This design comes from an exercise in tuning for small area, a short achievable clock period and few clock cycles per item on the open sky130 flow, not from production work. RTL that was checked went through simulation tests only; none was proved equivalent to the original. Power is estimated from default activity; no workload was simulated.

tundra:
// link_parser
module link_parser #(
    parameter CTR_W = 32
) (
    input  wire             clk,
    input  wire             rst,           
    input  wire             in_valid,
    input  wire [7:0]       in_data,
    output wire             in_ready,
    output wire             out_valid,
    input  wire             out_ready,
    output wire [7:0]       out_data,
    output wire             out_last,
    output reg  [CTR_W-1:0] err_framing,
    output reg  [CTR_W-1:0] err_length,
    output reg  [CTR_W-1:0] err_crc
);
Size: roughly 5000 cells after synthesis, roughly 2400 flip-flops, about 74000 sq um of cells after synthesis.
Settings: LEC_CHECK=0, CAP_MARGIN=20, CORE_MARGIN=2, CORE_UTILIZATION=40, PLACE_DENSITY=0.6, SETUP_SLACK_MARGIN=5, SLEW_MARGIN=20; clock period 9.0 ns.
run.sh (not shown) runs the stock make flow with config.mk's settings and CLKGATE_MAP_FILE= SYNTH_SCRIPT=/design/flow/synth_recipe.tcl, a recipe that flattens the netlist after the stock synthesis.
tundra: no failed stages, no open violations at the end
Testbench counts of tundra, summed over its fixed seeds: cycles 16,481, bytes 15,426.
Changes in garnet relative to tundra:
==> flow/flow/run.sh (new file) <==
#!/bin/bash
set -euo pipefail
bash standard.sh SETUP_SLACK_MARGIN=6 finish > flow_make.log 2>&1
==> flow/standard.sh (new file) <==
#!/bin/bash
# synth_recipe.tcl (not shown) runs the flow's synth.tcl, then flattens the netlist and writes it again
# the make line also repeats each setting of config.mk as NAME=value (left out here)
make -C /OpenROAD-flow-scripts/flow DESIGN_CONFIG=/design/flow/config.mk WORK_HOME=/design/flow/orfs CLKGATE_MAP_FILE= SYNTH_SCRIPT=/design/flow/synth_recipe.tcl "${@:-finish}"
removed: flow/run.sh
## What came out
Compared with tundra, in garnet non-clock buffer count saw an increase, cell area after placement saw little to no change. The final layout from garnet, which completed every stage, passed the timing, design-rule and antenna checks at the end of the flow. Taking tundra as the reference, in garnet count of clock-buffer cells in the layout lower; clock skew lower; final worst-path cycle share higher; fraction of power spent switching nets higher.

---

link_parser, a different RTL version from the one above (not shown whole).
Size in the first run: ~2200 flip-flops, about 120 I/O pins, about 86000 µm² of cells after synthesis.
Settings: LEC_CHECK=0, CAP_MARGIN=20, CORE_MARGIN=2, CORE_UTILIZATION=40, PLACE_DENSITY=0.6, SETUP_SLACK_MARGIN=5, SLEW_MARGIN=20; clock period 9.0 ns.
standard.sh (not shown) runs the stock make flow with config.mk's settings and CLKGATE_MAP_FILE= SYNTH_SCRIPT=/design/flow/synth_recipe.tcl, a recipe that flattens the netlist after the stock synthesis.
==> flow/flow/run.sh <==
#!/bin/bash
set -euo pipefail
bash standard.sh SETUP_SLACK_MARGIN=6 finish > flow_make.log 2>&1
Next try:
==> flow/run.sh (new file) <==
#!/bin/bash
# synth_recipe.tcl (not shown) runs the flow's synth.tcl, then flattens the netlist and writes it again
# the make line also repeats each setting of config.mk as NAME=value (left out here)
make -C /OpenROAD-flow-scripts/flow DESIGN_CONFIG=/design/flow/config.mk WORK_HOME=/design/flow/orfs CLKGATE_MAP_FILE= SYNTH_SCRIPT=/design/flow/synth_recipe.tcl finish
removed: flow/flow/run.sh
removed: flow/standard.sh
Sequential cell count is unchanged.
Register-to-register slack loses 0.79 ns.
Design area went down by 5.5%.
Via count went down by 5.8%.
Die area stays the same.
Clock power went up by 5.5%.
Global-route usage went down by 1.8 points.
Utilization went down by 2.7 points.
Routed wire length went down by 9.0%.
No run of this note included a check of the RTL's function; only the layout flow was run.

---

The RTL this note starts from:
==> flow/design.v <==
module link_parser #(
    parameter CTR_W = 32
) (
    input  wire             clk,
    input  wire             rst,           
    input  wire             in_valid,
    input  wire [7:0]       in_data,
    output wire             in_ready,
    output wire             out_valid,
    input  wire             out_ready,
    output wire [7:0]       out_data,
    output wire             out_last,
    output reg  [CTR_W-1:0] err_framing,
    output reg  [CTR_W-1:0] err_length,
    output reg  [CTR_W-1:0] err_crc
);
    localparam [7:0] START   = 8'hAA;
    localparam [7:0] VERSION = 8'h01;
    localparam [7:0] STOP    = 8'h55;
    localparam [7:0] MAX_LEN = 8'd240;
    localparam integer N = 245;
    localparam [2:0] S_WAIT     = 3'd0,
                     S_HDR0     = 3'd1,
                     S_HDR1     = 3'd2,
                     S_HDR2     = 3'd3,
                     S_HDR3     = 3'd4,
                     S_PAYLOAD  = 3'd5,
                     S_CHECKSUM = 3'd6,
                     S_END      = 3'd7;
    reg       in_rdy;
    reg       ir_v;
    reg [7:0] ir_d;
    assign in_ready = in_rdy;
    always @(posedge clk) begin
        ir_d <= in_data;
        if (rst) ir_v <= 1'b0;
        else     ir_v <= in_valid && in_rdy;
    end
    reg [2:0] stage;
    reg [7:0] crc;
    reg [7:0] rem;                 
    reg [7:0] crc_next;
    integer k;
    always @(*) begin
        crc_next = ((stage == S_HDR0) ? 8'h00 : crc) ^ ir_d;
        for (k = 0; k < 8; k = k + 1)
            crc_next = crc_next[7] ? ((crc_next << 1) ^ 8'h31) : (crc_next << 1);
    end
    wire p_wait = ir_v && stage == S_WAIT;
    wire p_hdr0 = ir_v && stage == S_HDR0;
    wire p_hdr3 = ir_v && stage == S_HDR3;
    wire p_pay  = ir_v && stage == S_PAYLOAD;
    wire p_chk  = ir_v && stage == S_CHECKSUM;
    wire p_end  = ir_v && stage == S_END;
    wire len_bad = ir_d > MAX_LEN;
    wire crc_ok  = ir_d == crc;
    wire stop_ok = ir_d == STOP;
    reg  st_store;
    wire wr_en  = ir_v && st_store;
    wire commit = p_end && stop_ok;
    wire abort  = (p_hdr3 && len_bad) || (p_chk && !crc_ok) || (p_end && !stop_ok);
    reg ev_fram, ev_len, ev_crc;
    always @(posedge clk) begin
        if (rst) begin
            stage   <= S_WAIT;
            st_store <= 1'b0;
            ev_fram <= 1'b0;
            ev_len  <= 1'b0;
            ev_crc  <= 1'b0;
        end else begin
            ev_len  <= p_hdr3 && len_bad;
            ev_crc  <= p_chk && !crc_ok;
            ev_fram <= p_end && !stop_ok;
            if (ir_v) begin
                case (stage)
                    S_WAIT:     if (ir_d == START) stage <= S_HDR0;
                    S_HDR0:     stage <= (ir_d == VERSION) ? S_HDR1 : S_WAIT;
                    S_HDR1:     stage <= S_HDR2;
                    S_HDR2:     stage <= S_HDR3;
                    S_HDR3:     stage <= len_bad ? S_WAIT :
                                         (ir_d == 8'd0) ? S_CHECKSUM : S_PAYLOAD;
                    S_PAYLOAD:  if (rem == 8'd1) stage <= S_CHECKSUM;
                    S_CHECKSUM: stage <= crc_ok ? S_END : S_WAIT;
                    default:    stage <= S_WAIT;
                endcase
                case (stage)
                    S_HDR0:     st_store <= (ir_d == VERSION);
                    S_HDR1:     st_store <= 1'b1;
                    S_HDR2:     st_store <= 1'b1;
                    S_HDR3:     st_store <= !len_bad && (ir_d != 8'd0);
                    S_PAYLOAD:  st_store <= (rem != 8'd1);
                    default:    st_store <= 1'b0;
                endcase
            end
        end
    end
    always @(posedge clk) begin
        if (ir_v && stage != S_CHECKSUM && stage != S_END && stage != S_WAIT)
            crc <= crc_next;
        if (p_hdr3)
            rem <= ir_d;
        else if (p_pay)
            rem <= rem - 1'b1;
    end
    always @(posedge clk) begin
        if (rst) begin
            err_framing <= {CTR_W{1'b0}};
            err_length  <= {CTR_W{1'b0}};
            err_crc     <= {CTR_W{1'b0}};
        end else begin
            if (ev_fram) err_framing <= err_framing + 1'b1;
            if (ev_len)  err_length  <= err_length + 1'b1;
            if (ev_crc)  err_crc     <= err_crc + 1'b1;
        end
    end
    localparam integer R = 248;
    localparam integer D = 8;     
    reg  [7:0]     T;
    reg  [7:0]     lpos;           
    reg  [8*R-1:0] ring;           
    wire [7:0] vq = R - 1 - T;     
    function [7:0] addm(input [7:0] a, input [7:0] b, input c);
        reg [8:0] t;
        begin
            t = {1'b0, a} + {1'b0, b} + c;
            addm = (t >= R) ? t - R : t[7:0];
        end
    endfunction
    reg        ractive;            
    reg  [7:0] rtap;               
    reg  [1:0] rs;                 
    reg  [7:0] rlen;               
    reg  [7:0] rcnt;               
    reg        room;               
    reg        in_att;             
    reg  [7:0] s_cur;              
    reg        cpend;              
    reg  [7:0] qhead;
    reg  [7:0] qm [0:D-2];
    reg  [3:0] qh, qt;
    reg  [4:0] qn;
    reg  [8:0] wb0, wb1;
    reg  [1:0] wbn;
    wire       live    = ractive || in_att || (qn != 5'd0);
    wire       vq_busy = live && (rtap == R - 1 || lpos > rtap);
    wire       next_ok = lpos == 8'd0;           
    wire       p_st  = wr_en && !abort;
    wire       c_v   = (wbn != 2'd0) || p_st;
    wire [8:0] c     = (wbn != 2'd0) ? wb0 : {stage == S_HDR1, ir_d};
    wire       wr    = c_v && !vq_busy && (c[8] || next_ok);
    wire       pop_w = wr && (wbn != 2'd0);
    wire       psh_w = p_st && !(wr && wbn == 2'd0);
    wire [1:0] wbn_nx = abort ? 2'd0 : wbn + psh_w - pop_w;
    wire       t_start = wr && c[8];             
    wire       push_q  = cpend && wbn == 2'd0;   
    wire       cpend_nx = commit || (cpend && !push_q);
    wire [7:0] tail = ring[8*R-1 -: 8];
    wire [7:0] inj  = wr ? c[7:0] : tail;
    always @(posedge clk)
        ring <= {ring[8*R-9:0], inj};
    wire [7:0] slot = ring[8*rtap +: 8];
    wire       over = ractive && rs == 2'd3 && rcnt == rlen;
    wire       cap  = ractive && !over && room;      
    reg       p_v, o0_v, o1_v;
    reg [7:0] p_d, o0_d, o1_d;
    reg       p_len, p_l, o0_l, o1_l;
    wire      p_last = p_len ? (p_d == 8'd0) : p_l;
    wire pop = o0_v && out_ready;
    wire mv  = p_v && !(o1_v && !pop);       
    wire [1:0] t_now = {1'b0, p_v} + {1'b0, o0_v} + {1'b0, o1_v};
    wire [1:0] t_nx  = t_now + cap - pop;
    wire       q_to_head = push_q && (qn == 5'd0 || (qn == 5'd1 && jump));
    wire       jump  = (!ractive || over) && qn != 5'd0;
    reg  [7:0] rtap_nx;
    always @(*) begin
        if (ractive && !over)
            rtap_nx = cap ? rtap : addm(rtap, 8'd0, 1'b1);
        else if (qn != 5'd0)
            rtap_nx = addm(qhead, T, 1'b1);
        else if (in_att)
            rtap_nx = addm(s_cur, T, 1'b1);
        else
            rtap_nx = t_start ? 8'd0 : addm(lpos, 8'd0, 1'b1);
    end
    integer i;
    always @(posedge clk) begin
        if (rst) begin
            T       <= 8'd0;
            ractive <= 1'b0;
            lpos    <= 8'd0;
            rtap    <= R - 1;
            rs      <= 2'd0;
            room    <= 1'b0;
            in_att  <= 1'b0;
            cpend   <= 1'b0;
            wbn     <= 2'd0;
            qh      <= 4'd0;
            qt      <= 4'd0;
            qn      <= 5'd0;
            in_rdy  <= 1'b0;
            p_v     <= 1'b0;
            o0_v    <= 1'b0;
            o1_v    <= 1'b0;
        end else begin
            T      <= (T == R - 1) ? 8'd0 : T + 1'b1;
            lpos   <= wr ? 8'd0 : addm(lpos, 8'd0, 1'b1);
            in_rdy <= wbn_nx == 2'd0 && qn + cpend <= D - 1;
            room   <= t_nx != 2'd3;
            wbn    <= wbn_nx;
            cpend  <= cpend_nx;
            if (t_start) begin
                in_att <= 1'b1;
                s_cur  <= vq;
            end else if (push_q || abort) begin
                in_att <= 1'b0;
            end
            if (push_q && !q_to_head)
                qt <= (qt == D - 2) ? 4'd0 : qt + 1'b1;
            if (jump && qn != 5'd1)
                qh <= (qh == D - 2) ? 4'd0 : qh + 1'b1;
            qn <= qn + push_q - jump;
            rtap <= rtap_nx;
            if (jump) begin
                ractive <= 1'b1;
                rs      <= 2'd0;
            end else if (over) begin
                ractive <= 1'b0;
            end else if (cap) begin
                case (rs)
                    2'd0: rs <= 2'd1;
                    2'd1: rs <= 2'd2;
                    2'd2: rs <= 2'd3;
                    default: ;
                endcase
            end
            if (cap)     p_v <= 1'b1;
            else if (mv) p_v <= 1'b0;
            if (pop) begin
                o0_v <= o1_v || mv;
                o1_v <= o1_v && mv;
            end else if (mv) begin
                if (o0_v) o1_v <= 1'b1;
                else      o0_v <= 1'b1;
            end
        end
        if (push_q && !q_to_head)
            qm[qt] <= s_cur;
        if (q_to_head)
            qhead <= s_cur;
        else if (jump)
            qhead <= qm[qh];
        if (pop_w) wb0 <= (wbn == 2'd2) ? wb1 : {stage == S_HDR1, ir_d};
        else if (psh_w && wbn == 2'd0) wb0 <= {stage == S_HDR1, ir_d};
        if (psh_w && (wbn - pop_w) == 2'd1) wb1 <= {stage == S_HDR1, ir_d};
        if (cap) begin
            if (rs == 2'd2) rlen <= slot;
            rcnt <= (rs == 2'd2) ? 8'd0 : rcnt + 1'b1;
            p_d   <= slot;
            p_len <= rs == 2'd2;
            p_l   <= rs == 2'd3 && rcnt + 1'b1 == rlen;
        end
        if (pop) begin
            if (o1_v) begin
                o0_d <= o1_d; o0_l <= o1_l;
                o1_d <= p_d;  o1_l <= p_last;
            end else begin
                o0_d <= p_d;  o0_l <= p_last;
            end
        end else if (mv) begin
            if (o0_v) begin o1_d <= p_d; o1_l <= p_last; end
            else      begin o0_d <= p_d; o0_l <= p_last; end
        end
    end
    assign out_valid = o0_v;
    assign out_data  = o0_d;
    assign out_last  = o0_l;
endmodule
==> flow/config.mk <==
export PLATFORM = sky130hd
export DESIGN_NAME = link_parser
export DESIGN_NICKNAME = link_parser
export VERILOG_FILES = /design/flow/design.v
export SDC_FILE = /design/flow/constraint.sdc
export NUM_CORES = 4
export LEC_CHECK = 0
export CAP_MARGIN = 20
export CORE_MARGIN = 2
export CORE_UTILIZATION = 40
export CTS_CLUSTER_DIAMETER = 100
export CTS_CLUSTER_SIZE = 25
export PLACE_DENSITY = 0.6
export SETUP_SLACK_MARGIN = 5
export SLEW_MARGIN = 20
==> flow/constraint.sdc <==
create_clock -name core_clock -period 9.0 [get_ports {clk}]
set_input_delay 1.8000 -clock core_clock [delete_from_list [all_inputs] [get_ports {clk}]]
set_output_delay 1.8000 -clock core_clock [all_outputs]
set_load 0.01 [all_outputs]
==> flow/flow/run.sh <==
#!/bin/bash
set -euo pipefail
bash standard.sh SETUP_SLACK_MARGIN=6 finish > flow_make.log 2>&1
The baseline completed without violations.
Testbench counts at the start, summed over its fixed seeds: cycles 16,576, bytes 15,426.
==> next run, changes <==
==> flow/flow/run.sh (replaced) <==
#!/bin/bash
set -euo pipefail
bash standard.sh SETUP_SLACK_MARGIN=5.8 finish > flow_make.log 2>&1
After rerunning: The changed run produced a clean layout; synthesized area does not change; wire length is lower by 1.6%; clock-buffer cell count drops by 6; via count is lower by 1.0%; register-to-register slack degrades by 0.11 ns; maximum frequency decreases by 3.3%; die area is unchanged; non-clock buffer count is lower by 90.

---

link_parser, a different RTL version from the one above (not shown whole).
Size in the first run: ~2,200 flip-flops, roughly 120 I/O pins, roughly 86,000 µm² of cells after synthesis.
## link_parser
module link_parser #(
    parameter CTR_W = 32
) (
    input  wire             clk,
    input  wire             rst,           
    input  wire             in_valid,
    input  wire [7:0]       in_data,
    output wire             in_ready,
    output wire             out_valid,
    input  wire             out_ready,
    output wire [7:0]       out_data,
    output wire             out_last,
    output reg  [CTR_W-1:0] err_framing,
    output reg  [CTR_W-1:0] err_length,
    output reg  [CTR_W-1:0] err_crc
);
export LEC_CHECK = 0
export CAP_MARGIN = 20
export CORE_MARGIN = 2
export CORE_UTILIZATION = 40
export PLACE_DENSITY = 0.6
export SLEW_MARGIN = 20
create_clock -name core_clock -period 9.0 [get_ports {clk}]
run.sh (not shown) runs the stock make flow with config.mk's settings and CLKGATE_MAP_FILE= SYNTH_SCRIPT=/design/flow/synth_recipe.tcl, a recipe that flattens the netlist after the stock synthesis.
Stock flow here: none of the scripts above is used.
The starting point passed the timing, design-rule and antenna checks.
Testbench counts at the start, summed over its fixed seeds: cycles 16,396, bytes 15,426.
Change:
SETUP_SLACK_MARGIN = 5   (was default)
Outcome: The new run completed without violations. Final cell count hardly moves. Clock-buffer cell count went down by 1. Sequential power barely changes. Non-clock buffer count climbs by 7. Setup slack is better by 0.33 ns. Total power goes up by about 1.5%.

==> what the ideal ports hide <==
The flow's constraints put no driver on any port. The routed layouts listed below were extracted and timed again, unchanged, in two steps. Step 1, drivers: a clkbuf_16 drives clk and a buf_2 each remaining input, both assumed. Step 2 adds t to the input delays and takes it off the output delays; t is the mean of the earliest and latest rising clock arrival at the registers after step 1. Input paths then give back, and output paths get back, about the clock's delay inside the block. Slacks: ideal ports / drivers / drivers and shift; pairs: ideal ports / drivers.
run	t, ns	setup slack, ns	hold slack, ns
tundra	0.906	3.693 / 3.693 / 3.693	0.295 / 0.295 / 0.295
garnet	0.907	3.630 / 3.630 / 3.630	0.291 / 0.291 / 0.291
the first run of note 2	0.969	5.751 / 5.739 / 5.277	0.495 / 0.495 / 0.495
the second run of note 2	0.930	4.960 / 4.960 / 4.858	0.484 / 0.484 / 0.484
the first run of note 3	0.811	5.876 / 5.848 / 5.393	0.328 / 0.328 / 0.328
the second run of note 3	0.809	5.770 / 5.770 / 5.238	0.336 / 0.336 / 0.336
the first run of note 4	0.945	4.606 / 4.606 / 4.606	0.455 / 0.455 / 0.455
the second run of note 4	0.954	4.932 / 4.932 / 4.808	0.457 / 0.457 / 0.457
After both steps every run listed still meets setup and hold. The setup slack of the second run of note 3, which loses most, moves by 0.000 ns with the drivers and by -0.532 ns with both steps.
